What follows belongs to an exercise in optimizing a design on an open flow for small area, a short achievable clock period and few clock cycles; a production flow would make more cautious choices.
No run shown here included a check of the RTL's function; only the layout flow was run.
Power and IR drop assume default switching activity.

==> design.v <==
module rvf_curve_builder (
    input  wire        clk,
    input  wire        rst,
    input  wire        start,
    input  wire [6:0]  bw,           
    input  wire [6:0]  bh,           
    output wire        idle,
    output reg         wr_valid,
    output reg  [11:0] wr_addr,      
    output reg  [11:0] wr_data,      
    output reg         done
);
    reg        idle_r;
    reg        su1, su2;         
    reg        run;              
    reg        f1, f2;           
    reg [6:0]  gw, gh;           
    reg [2:0]  k;                
    reg [5:0]  ox, oy;           
    reg [5:0]  xh, yh;           
    reg [11:0] t;                
    reg        ev;               
    reg [5:0]  bx, by;           
    assign idle = idle_r;
    wire [6:0] m = (gw > gh) ? gw : gh;
    reg  [2:0] k_calc;
    always @(*) begin
        if      (m <= 7'd1)  k_calc = 3'd0;
        else if (m <= 7'd2)  k_calc = 3'd1;
        else if (m <= 7'd4)  k_calc = 3'd2;
        else if (m <= 7'd8)  k_calc = 3'd3;
        else if (m <= 7'd16) k_calc = 3'd4;
        else if (m <= 7'd32) k_calc = 3'd5;
        else                 k_calc = 3'd6;
    end
    wire [7:0] n = 8'd1 << k;
    wire [7:0] ox_w = (n - {1'b0, gw}) >> 1;
    wire [7:0] oy_w = (n - {1'b0, gh}) >> 1;
    wire [7:0] xh_w = ((n + {1'b0, gw}) >> 1) - 8'd1;
    wire [7:0] yh_w = ((n + {1'b0, gh}) >> 1) - 8'd1;
    reg [5:0] x, y;
    reg       sw, cp;
    reg [1:0] d;
    integer j;
    always @(*) begin
        sw = k[0];
        cp = 1'b0;
        for (j = 5; j >= 0; j = j - 1) begin
            d = t[2*j +: 2];
            x[j] = (sw ? (d[1] ^ d[0]) : d[1]) ^ cp;
            y[j] = (sw ? d[1] : (d[1] ^ d[0])) ^ cp;
            sw = sw ^ (d[1] == d[0]);
            cp = cp ^ (d == 2'd3);
        end
    end
    reg [5:0] out;
    reg       xlt, xgt, ylt, ygt;      
    reg       xel, xeh, yel, yeh;      
    always @(*) begin
        xlt = 1'b0; xgt = 1'b0; ylt = 1'b0; ygt = 1'b0;
        xel = 1'b1; xeh = 1'b1; yel = 1'b1; yeh = 1'b1;
        for (j = 5; j >= 0; j = j - 1) begin
            xlt = xlt | (xel & ~x[j] & ox[j]);
            xgt = xgt | (xeh & x[j] & ~xh[j]);
            ylt = ylt | (yel & ~y[j] & oy[j]);
            ygt = ygt | (yeh & y[j] & ~yh[j]);
            xel = xel & (x[j] ~^ ox[j]);
            xeh = xeh & (x[j] ~^ xh[j]);
            yel = yel & (y[j] ~^ oy[j]);
            yeh = yeh & (y[j] ~^ yh[j]);
            out[j] = xlt | xgt | ylt | ygt;
        end
    end
    wire [5:0] sk;
    assign sk[0] = out[0];
    genvar gj;
    generate for (gj = 1; gj < 6; gj = gj + 1) begin : g_sk
        assign sk[gj] = out[gj] && (t[2*gj-1:0] == 0);
    end endgenerate
    wire [12:0] c;
    wire [11:0] t_inc;
    assign c[0] = !sk[1];
    generate for (gj = 0; gj < 12; gj = gj + 1) begin : g_inc
        assign t_inc[gj] = t[gj] ^ c[gj];
        if (gj % 2 == 1 && gj < 11) begin : g_lev
            if (gj == 9) begin : g_top
                assign c[gj+1] = (t[gj] & c[gj]) | sk[5];
            end else begin : g_mid
                assign c[gj+1] = (t[gj] & c[gj]) | (sk[(gj+1)/2] & !sk[(gj+3)/2]);
            end
        end else begin : g_carry
            assign c[gj+1] = t[gj] & c[gj];
        end
    end endgenerate
    wire [12:0] t_next = {c[12], t_inc};
    wire        t_end  = t_next[{k, 1'b0}];
    wire [11:0] raddr = {6'd0, bx} + by * gw;
    always @(posedge clk) begin
        if (rst) begin
            idle_r   <= 1'b1;
            su1      <= 1'b0;
            su2      <= 1'b0;
            run      <= 1'b0;
            f1       <= 1'b0;
            f2       <= 1'b0;
            ev       <= 1'b0;
            wr_valid <= 1'b0;
            done     <= 1'b0;
        end else begin
            su1      <= idle_r && start;
            su2      <= su1;
            f1       <= run && t_end;
            f2       <= f1;
            done     <= f2;
            ev       <= run && !out[0];
            wr_valid <= ev;
            if (idle_r && start) idle_r <= 1'b0;
            if (f2) idle_r <= 1'b1;
            if (su2) run <= 1'b1;
            if (run && t_end) run <= 1'b0;
        end
        if (idle_r && start) begin
            gw <= bw;
            gh <= bh;
        end
        if (su1) k <= k_calc;
        if (su2) begin
            ox <= ox_w[5:0];
            oy <= oy_w[5:0];
            xh <= xh_w[5:0];
            yh <= yh_w[5:0];
            t  <= 12'd0;
        end
        if (run) t <= t_next[11:0];
        bx <= x - ox;
        by <= y - oy;
        wr_addr <= raddr;
        if (su2) wr_data <= 12'd0;
        else wr_data <= wr_data + {11'd0, wr_valid};
    end
endmodule
==> run.sh <==
#!/bin/bash
# synth_recipe.tcl (not shown) runs the flow's synth.tcl, then flattens the netlist and writes it again
# the make line also repeats each setting of config.mk as NAME=value (left out here)
make -C /OpenROAD-flow-scripts/flow DESIGN_CONFIG=/design/flow/config.mk WORK_HOME=/design/flow/orfs CLKGATE_MAP_FILE= SYNTH_SCRIPT=/design/flow/synth_recipe.tcl finish
==> config.mk <==
export PLATFORM = sky130hd
export DESIGN_NAME = rvf_curve_builder
export DESIGN_NICKNAME = rvf_curve_builder
export VERILOG_FILES = /design/flow/design.v
export SDC_FILE = /design/flow/constraint.sdc
export NUM_CORES = 4
export LEC_CHECK = 0
export CAP_MARGIN = 20
export CORE_MARGIN = 2
export CORE_UTILIZATION = 40
export PLACE_DENSITY = 0.6
export SLEW_MARGIN = 20
==> constraint.sdc <==
create_clock -name core_clock -period 10.0 [get_ports {clk}]
set_input_delay 2.0000 -clock core_clock [delete_from_list [all_inputs] [get_ports {clk}]]
set_output_delay 2.0000 -clock core_clock [all_outputs]
set_load 0.01 [all_outputs]
==> metrics.cfg, run 1 <==
[timing]
fin_ws_ns = 2.53
clock_skew_ns = 0.00726
hold_viol_final = 0
tightestPinTransition_ns = 0.925
setup_tns_ns = 0
setup_viol = 0
rsz0062_at_grt = no
slew_headroom_pct = 37.9
max_freq_ghz = 0.134
slew_violations = 0
fin_crit_sh_pct = 74.7
period_minus_slack_ns = 7.47

[cts]
cts_buffer_depth = 2
cts_hold_buf = 0
numCtsBuffers = 9
clk_latency_ns = 0.35
cts_setup_buffers = 0
cts_max_level = 3
cts_tree = built
clkTransAtPathRegs_ns = 0.07
cts.sinks = 98
post_cts_resized = 0
cts_root_buffer = clkbuf_16

[logic_synthesis]
synth-seq-area-share_pct = 32.8
syn_area_sq_um = 7590
synth_top_area_share_pct = 21.0
async_flop_share_pct = 0
yosys_warnings = 1
synth_edf_count = 53
synthDistinctLibCells = 61
syn-num-nets = 897
synthCells = 758
yosys-top-cells-area = edfxtp_1 21%, ha_1 15%, dfxtp_1 12%
syn_area_per_cell_sq_um = 10.0
synth_top_flop_cell = edfxtp_1
synth_seq_cells = 98
yosysTopAreaCell = edfxtp_1

[route]
route.detailed.drc = 0
wire_per_inst_um = 14.3
routed_wl_um = 14800
viasPerCell = 4.89
vias = 5059
drtIter0Drc = 270
firstDrtPassIters = 4
ant_nets = 0

[placed_design]
place_congestion = 0.864
hpwlAfterDp_um = 12100
dp_slack_ns = 2.56
io_buffers = 43

[critical_path]
crit_fanout = 9
endpoint_kind = flop
path_buf_inv = 3
crit_path_start_kind = flop
path_delay_family = adder cells
critPathKind = flop to flop
critPathRequiredTime_ns = 10.27
cp_slowest_stage_delay_ns = 0.53
slowest_stage = xnor3_2
cpMostUsedCell = ha_1
arrival_ns = 7.74

[cells_and_area]
fill_cells = 1793
syn_to_final_growth_pct = 12.2
layout_commonest_cell = ha_1
multi_input_area_sq_um = 4680
num-nets-final = 935
final_layout_size_suffix_gt1_share_pct = 4.87
final_cell_mix = 94 x ha_1, 93 x inv_1, 54 x xnor2_1
antenna_cells = 0
ff_latch_area_sq_um = 2490

[global_routing]
grt_first_pass_wirelength_um = 25200
grt_max_degree = 38
globalRouteMet3Util_pct = 3.48
globalRoute.totalOverflow = 0
use_met2_pct = 26.9
use_met1_pct = 21.1
grt_pass1_vias = 5083
grt_usage_pct = 16.0
antenna_found_initial = 0
busiest_layer = met2

[die]
dieHeight_um = 142
start_util_pct = 40.7
boundaryPins = 44
die_x_um = 142
rows = 50
die-area_sq_um = 20100
core_area_sq_um = 18600

[power]
clockPowerShare_pct = 14.1
seqPwrFrac_pct = 25.5
power.density_nw_per_um2 = 263
ir_drop_mv = 0.294
p_leak_uw = 0.00386
comb_power_share_pct = 60.4
switching_share_pct = 39.9
p_sw_uw = 893
total_power_uw = 2240
internal-power_uw = 1340

[run]
drv_cap = 0

[worst_hold_path]
holdCritPathClass = flop to flop

[status]
status = timing/DRC/antenna clean

[worst reg2reg max path: cells and delay by family, from the launching register on]
family / cells / cell delay [ns]
DFF: 1 / 0.50
buffers and inverters: 3 / 0.25
adders and majority gates: 12 / 2.50
and+or+nand+nor: 5 / 0.60
xor gates and xnor gates: 3 / 1.11
AOI/OAI and AO/OA: 11 / 1.95
muxes: 2 / 0.48
[per-stage QoR]
stage	hold WS (ns)	std cells	util [%]	cell area, sq um
6_report	0.451	1035	45.7	8520
5_1_grt	0.488	1035	45.7	8520
4_1_cts	0.458	1035	45.7	8520
3_5_place_dp	0.441	1019	44.3	8250
3_3_place_gp	0.437	1019	44.3	8250
2_1_floorplan	0.409	758	-	7590
[cell families after synthesis]
group | share of synthesized area, %
muxes | 2.59
DFF | 32.8
buffers and inverters | 5.47
and+or+nand+nor | 14.8
AOI/OAI and AO/OA | 8.34
xor gates and xnor gates | 12.5
adders and majority gates | 23.5
[worst paths after layout]
| path | start | endpoint | slack, ns | cells after the start |
|---|---|---|---|---|
| setup reg to reg | t[9] | run | 2.53 | 36 |
| hold / removal | f2 | idle_r | 0.45 | 2 |
| hold reg to reg | f2 | idle_r | 0.45 | 2 |
| setup / recovery | t[9] | run | 2.53 | 36 |
[synthesized netlist by cell type, types with 3 or more instances]
cell / n
or3_1: 4
nand3b_1: 3
nor3_1: 4
a211oi_1: 5
edfxtp_1: 53
nor4_1: 3
a21o_1: 9
and2_1: 38
mux2_2: 5
o21bai_1: 12
nand4_1: 5
o211ai_1: 6
nand2_1: 46
nor2_1: 45
fa_1: 28
or2_2: 3
xnor2_1: 54
and3_1: 7
o21ai_0: 13
nand3_1: 21
mux2i_1: 14
clkbuf_1: 14
a21oi_1: 36
or3b_2: 3
a31oi_1: 3
inv_1: 93
xnor3_1: 6
xor2_1: 27
nand2b_1: 11
dfxtp_1: 45
nor2b_1: 10
ha_1: 94
maj3_2: 4
[sequential cells by signal, indices dropped and copies added (netlist names), 3 cells and up]
| register | flops |
|---|---|
| t | 12 |
| wr_addr | 12 |
| wr_data | 12 |
| gh | 7 |
| gw | 7 |
| bx | 6 |
| by | 6 |
| ox | 6 |
| oy | 6 |
| xh | 6 |
| yh | 6 |
| k | 3 |
[layer usage]
metal  vias up  share of wire [%]
met2        70                 46
met5         -                  0
li1       2636                  -
met4         0                1.2
met1      2340                 49
met3        13                3.3
[power groups by stage]
stage | Clock, uW | Combinational, uW | Sequential [uW]
detailed placement | 0 | 1370 | 580
floorplan | 0 | 1080 | 574
global placement | 0 | 1360 | 579
finish | 316 | 1350 | 570
global route | 343 | 1570 | 581
CTS | 328 | 1390 | 572
[area by class of cell]
class	count	share of cell area [%]
clock buffers	10	2.69
well taps	234	3.44
flip-flops and latches	98	29.3
multi-input cells	550	55.0
clock inverters	6	0.397
repair buffers	44	5.14
inverters	93	4.10
==> inputs of run 2 (changes only) <==
--- a/config.mk
+++ b/config.mk
@@ -5,8 +5,10 @@
 export SDC_FILE = /design/flow/constraint.sdc
 export NUM_CORES = 4
 export LEC_CHECK = 0
+export ABC_CLOCK_PERIOD_IN_PS = 3000
 export CAP_MARGIN = 20
 export CORE_MARGIN = 2
 export CORE_UTILIZATION = 40
 export PLACE_DENSITY = 0.6
+export SETUP_SLACK_MARGIN = 5
 export SLEW_MARGIN = 20
==> run 2 against run 1 <==
  * Still clean on timing, DRC and antenna
  * Wire length is 12% higher
  * Sequential power hardly changed
  * Non-clock buffer count is 48 higher
  * Clock skew is 0.0040 ns higher
  * Synthesized cell count stayed put
  * Die area stayed put
  * Worst setup slack better by 0.95 ns
  * Core utilization is 4.3 points higher
  * Register-to-register slack better by 0.95 ns
  * Total power is 6.2% higher
  * Final cell count is 4.6% higher
  * Synthesized area stayed put
==> metrics.cfg, run 2 <==
[critical_path]
cpMostUsedCell = buf_6
endpoint_kind = flop
cp_slowest_stage_delay_ns = 0.46  ; -0.07 ns
critPathRequiredTime_ns = 10.28  ; about the same
arrival_ns = 6.79  ; -0.95 ns
crit_path_start_kind = flop
slowest_stage = xnor3_2
critPathKind = flop to flop
crit_fanout = 4  ; -5

[logic_synthesis]
syn_area_per_cell_sq_um = 10.0  ; unchanged
synth_top_area_share_pct = 21.0  ; unchanged
yosysMostFrequentCell = ha_1
synth_edf_count = 53  ; unchanged
syn-num-nets = 897  ; unchanged
synth_seq_cells = 98  ; unchanged
synth_fa_ha_area_share_pct = 23.5  ; unchanged
yosysTopAreaCell = edfxtp_1
synth-seq-area-share_pct = 32.8  ; unchanged
syn_area_sq_um = 7590  ; unchanged
synth_xor_area_share_pct = 12.5  ; unchanged
synth-simple-area-share_pct = 14.8  ; unchanged
synthTopCellsByCount = 94 x ha_1, 93 x inv_1, 54 x xnor2_1
synth_top_family_by_area = adder cells
synthCells = 758  ; unchanged
yosys-top-cells-area = edfxtp_1 21%, ha_1 15%, dfxtp_1 12%
async_flop_share_pct = 0  ; unchanged
synth_compound_area_share_pct = 8.34  ; unchanged
synthMuxAreaShare_pct = 2.59  ; unchanged
yosys_warnings = 1  ; unchanged
synthDistinctLibCells = 61  ; unchanged
synth_top_flop_cell = edfxtp_1

[cells_and_area]
layout_commonest_cell = inv_1
num-nets-final = 983  ; +5.1%
fill_cells = 1689  ; -5.8%
final_util_pct = 50.0  ; +4.3 points
antenna_cells = 0  ; unchanged
final_layout_size_suffix_gt1_share_pct = 14.5  ; +9.6 points
reg_top3 = t: 12 flops, wr_addr: 12 flops, wr_data: 12 flops
syn_to_final_growth_pct = 22.9
final_cell_mix = 90 x inv_1, 81 x ha_1, 53 x edfxtp_1

[timing]
fin_crit_sh_pct = 65.1  ; -9.5 points
clock_skew_ns = 0.0113  ; +0.00403 ns
slew_headroom_pct = 26.8  ; -11 points
setup_tns_ns = 0  ; unchanged
hold_viol_final = 0  ; unchanged
hold_slack_ns = 0.459  ; +0.00809 ns
tightestPinTransition_ns = 1.09  ; +0.165 ns
max_freq_ghz = 0.154  ; +15%
rsz0062_at_grt = yes
setup_viol = 0  ; unchanged
slew_violations = 0  ; unchanged
period_minus_slack_ns = 6.51  ; -0.952 ns

[die]
boundaryPins = 44  ; unchanged
dieHeight_um = 142  ; unchanged
die_x_um = 142  ; unchanged
core_area_sq_um = 18600  ; unchanged
die-area_sq_um = 20100  ; unchanged
rows = 50  ; unchanged
start_util_pct = 40.7  ; unchanged

[placed_design]
io_buffers = 43  ; unchanged
hpwlAfterDp_um = 12100  ; -0.17%
place_congestion = 0.849  ; -1.7%

[global_routing]
antenna_found_initial = 0  ; unchanged
grt_pass1_vias = 5141  ; +1.1%
grt_usage_pct = 16.7  ; +0.64 points
globalRoute.totalOverflow = 0  ; unchanged
grt_max_degree = 38  ; unchanged
grt_first_pass_wirelength_um = 26000  ; +3.2%

[power]
total_power_uw = 2380  ; +6.2%
power.density_nw_per_um2 = 255  ; -3.0%
ir_drop_mv = 0.245  ; -17%
p_leak_uw = 0.00418  ; +8.4%

[cts]
cts_max_level = 3  ; unchanged
clkTransAtPathRegs_ns = 0.07  ; about the same
cts_root_buffer = clkbuf_16
numCtsBuffers = 9  ; unchanged
clk_latency_ns = 0.36  ; about the same
cts.sinks = 98  ; unchanged
cts_buffer_depth = 2  ; unchanged
cts_tree = built

[route]
viasPerCell = 4.99  ; +2.0%
vias = 5399  ; +6.7%
ant_nets = 0  ; unchanged
route.detailed.drc = 0  ; unchanged
wire_per_inst_um = 15.3  ; +6.9%
drtIter0Drc = 273  ; +1.1%
firstDrtPassIters = 5  ; +1
routed_wl_um = 16600  ; +12%

[worst_hold_path]
holdCritPathClass = flop to flop

[status]
status = timing/DRC/antenna clean

[run]
drv_cap = 0  ; unchanged

[run 2: layer usage]
metal  wire length [um]  part of all wire (%)  global-route usage [%]  vias up
li1                   -                     -                       -     2723
met1               7670                    46                    22.4     2503
met2               7770                    47                    27.2      146
met3                748                   4.5                    3.04       27
met4                399                   2.4                    5.68        0
met5                  0                     0                       0        -
[run 2: power by group]
group          switching (uW)  internal [uW]
registers                51.8            520
clock network             151            197
logic                     739            717
total                     942           1430
[run 2: final timing paths]
path              depth (start not counted)  endpoint  from  slack, ns
hold / removal                            2    idle_r    f2       0.46
setup / recovery                         46        ev  t[9]       3.49
hold reg to reg                           2    idle_r    f2       0.46
setup reg to reg                         46        ev  t[9]       3.49
[run 2: timing repair]
item	in CTS	in global routing
resized for setup	20	38
setup buffers	44	4
pin swaps	17	3
hold buffers	0	0
endpoints found under the setup margin	9	9
[run 2: layout make-up]
class | count | area (sq um) | share of cell area (%)
inverter | 93 | 352 | 3.77
timing repair buffer | 92 | 903 | 9.69
multi-input combinational | 550 | 4980 | 53.5
sequential | 98 | 2490 | 26.7
clock buffer | 13 | 282 | 3.02
tap | 234 | 293 | 3.14
clock inverter | 3 | 18.8 | 0.201
[run 2: cells by family after synthesis]
family,after synthesis
adders and majority gates,126
and+or+nand+nor,213
DFF,98
xor gates and xnor gates,92
buffers and inverters,110
muxes,19
AOI/OAI and AO/OA,100
[run 2: per-stage QoR]
stage | setup slack (ns) | cell area [sq um] | std cells
floorplan | 3.65 | 7710 | 758
finish | 3.49 | 9330 | 1083
global placement | 3.30 | 8370 | 1019
global route | 3.29 | 9330 | 1083
detailed placement | 3.10 | 8370 | 1019
CTS | 3.70 | 9150 | 1079
[run 2: critical path, delay by kind of cell (launching register included)]
| kind | cells | cell delay (ns) |
|---|---|---|
| and+or+nand+nor | 4 | 0.71 |
| buffers and inverters | 35 | 3.63 |
| AOI/OAI and AO/OA | 1 | 0.09 |
| muxes | 1 | 0.29 |
| adders and majority gates | 2 | 0.44 |
| xor gates and xnor gates | 3 | 0.82 |
| DFF | 1 | 0.44 |

[re-timing with driven ports]
How much do the figures lean on ideal ports? The routed layouts below were timed once more, with nothing changed but the port constraints. Step 1 (the two cells are an assumption about what drives the block):
set clk [get_ports {clk}]
set_driving_cell -lib_cell sky130_fd_sc_hd__clkbuf_16 $clk
set_driving_cell -lib_cell sky130_fd_sc_hd__buf_2 [delete_from_list [all_inputs] $clk]
Step 2 moves the port delays by t, midway between the first and last clock arrival at a register: inputs arrive t later, outputs are due t later. That takes back most of the time a late clock gives input paths. a / b / c = no drivers / after step 1 / after step 2; a / b = the first two.
| run | t (ns) | setup slack, ns | worst setup path after step 2 | worst data-port slew with drivers (ns) |
|---|---|---|---|---|
| run 1 | 0.395 | 2.534 / 2.534 / 2.534 | register to register | 0.03 |
| run 2 | 0.393 | 3.487 / 3.487 / 3.487 | register to register | 0.03 |
After both steps setup and hold are still met in every run listed.
